Source: an optimization exercise on an open RTL-to-GDS flow (aim: small area, a short achievable clock period and few clock cycles). Production flows keep margins and buffers that such runs may drop.
The RTL was checked by simulation tests, not by an equivalence proof against the original design.
Power and IR drop assume default switching activity.

Design lamb_lfo, start of the top module:
module lamb_lfo (
    input  wire        clk,
    input  wire        rst,           
    input  wire        cmd_valid,
    input  wire [7:0]  cmd,
    output reg         cmd_ready,
    input  wire [1:0]  sw_raw,
    input  wire [31:0] now_ms,
    input  wire        clk_active,
    input  wire [31:0] clk_period,
    input  wire [9:0]  knob_freq,
    input  wire [9:0]  knob_duty,
    output reg  [11:0] sample_q,
    output reg         sample_wr,
    output wire        range_ind,
    output reg         range_evt
);
export LEC_CHECK = 0
export CAP_MARGIN = 20
export CORE_MARGIN = 2
export CORE_UTILIZATION = 55
export PLACE_DENSITY = 0.65
export SLEW_MARGIN = 20
export SYNTH_MEMORY_MAX_BITS = 65536
create_clock -name core_clock -period 12.0 [get_ports {clk}]
standard.sh (not shown) runs the stock make flow with config.mk's settings and CLKGATE_MAP_FILE= SYNTH_SCRIPT=/design/flow/synth_recipe.tcl, a recipe that flattens the netlist after the stock synthesis.
==> flow/flow/run.sh <==
#!/bin/bash
# Layout flow: the standard ORFS layout (standard.sh, standard synthesis unchanged), with
# repair_timing asked to keep 7.8 ns of setup slack at the design's 12 ns clock, so that the
# resizer also works on paths that already meet 12 ns. Constraints and clock are the design's.
# The make output goes to standard.log; ORFS keeps each step's full log under orfs/logs/.
set -euo pipefail
bash standard.sh SETUP_SLACK_MARGIN=7.8 finish > standard.log 2>&1
Testbench counts at the start, summed over its fixed seeds: cycles 153,584.
Change:
--- a/flow/design.v
+++ b/flow/design.v
@@ -458,14 +458,19 @@
                 if (f >= 60 * j) idx60 = j;
         end
     endfunction
     wire [4:0]  c_idx    = idx60(last_freq);
     wire [4:0]  c_coef_w = (c_idx >= 5'd8) ? (c_idx - 5'd7) : (5'd9 - c_idx);
     wire cp_big = |last_clkper[31:25];        
     wire c_big  = |last_clkper[31:28];        
+    wire c_pow2 = !lower_r && !c_big &&
+                  ((coef_r == 4'd1) || (coef_r == 4'd2) || (coef_r == 4'd4) || (coef_r == 4'd8));
+    wire [27:0] cp_sh = coef_r[3] ? {3'd0, last_clkper[27:3]} :
+                        coef_r[2] ? {2'd0, last_clkper[27:2]} :
+                        coef_r[1] ? {1'd0, last_clkper[27:1]} : last_clkper[27:0];
     function [24:0] clamp_per;
         input [28:0] p;
         begin
             if (p < HIGH_FASTEST)     clamp_per = HIGH_FASTEST;
             else if (p > LOW_SLOWEST) clamp_per = LOW_SLOWEST;
             else                      clamp_per = p[24:0];
         end
@@ -554,15 +559,15 @@
     wire [55:0] s_sh = {28'd0, S_RES} << sk_r;
     always @(*) begin
         dA_load = 1'b0; dB_load = 1'b0; dB_load3 = 1'b0;
         dA_rem_in = 21'd0; dA_dvd_in = 28'd0; dA_dvs_in = 21'd10230; dA_dvs3_in = 23'd30690;
         dB_rem_in = 21'd0; dB_dvd_in = 28'd0; dB_dvs_in = 21'd10240; dB_dvs3_in = 23'd30720;
         case (st)
             S_P1X: begin                     
-                dA_load    = !lower_r && !c_big;
+                dA_load    = !lower_r && !c_big && !c_pow2;
                 dA_rem_in  = 21'd0;
                 dA_dvd_in  = last_clkper[27:0];
                 dA_dvs_in  = {17'd0, coef_r};
                 dA_dvs3_in = {18'd0, coef_r, 1'b0} + {19'd0, coef_r};
             end
             S_XMUL: begin
                 dB_load    = (mcnt == 4'd6);
@@ -723,16 +728,16 @@
                         mcnt <= last_range ? 4'd9 : 4'd13;
                         st   <= S_ROMM;
                     end else begin
                         st   <= S_P1X;
                     end
                 end
                 S_P1X: begin
-                    if (lower_r ? cp_big : c_big) begin
-                        M    <= {2'd0, LOW_SLOWEST};
+                    if ((lower_r ? cp_big : c_big) || c_pow2) begin
+                        M    <= c_pow2 ? {2'd0, clamp_per({1'b0, cp_sh})} : {2'd0, LOW_SLOWEST};
                         acc  <= 29'd0;
                         mq   <= {16'd0, dv_r};
                         {b_neg, b_two, b_zero} <= bdec({dv_r[1:0], 1'b0});
                         mcnt <= 4'd6;
                         st   <= S_XMUL;
                     end else if (lower_r) begin
                         M      <= {2'd0, last_clkper[24:0]};
=> Clock power rose slightly. Cell area rose by a few percent. Area after synthesis rose by a few percent. Via count rose by a few percent. Critical path depth rose by 3.
Testbench counts after the change, summed over its fixed seeds: cycles 152,444.

## static timing again, ports no longer ideal
The flow's constraints put no driver on any port. The routed layouts listed below were extracted and timed again, unchanged, in two steps. Step 1, drivers: a clkbuf_16 drives clk and a buf_2 each remaining input, both assumed. Step 2, shift: input delay + t, output delay - t, t = (earliest + latest rising clock arrival at the registers) / 2. This alone moves slack from input paths to output paths. Three values: no drivers, after step 1, after step 2; two values: the first two.
run	t (ns)	setup WS [ns]	worst setup path at the end	worst data-port slew with drivers (ns)
the first run	0.748	7.789 / 7.789 / 7.145	input to register	0.10
the second run	0.752	7.777 / 7.777 / 7.358	input to register	0.10
After both steps setup and hold are still met in every run listed. The setup slack of the first run, which loses most, moves by 0.000 ns with the drivers and by -0.644 ns with both steps.
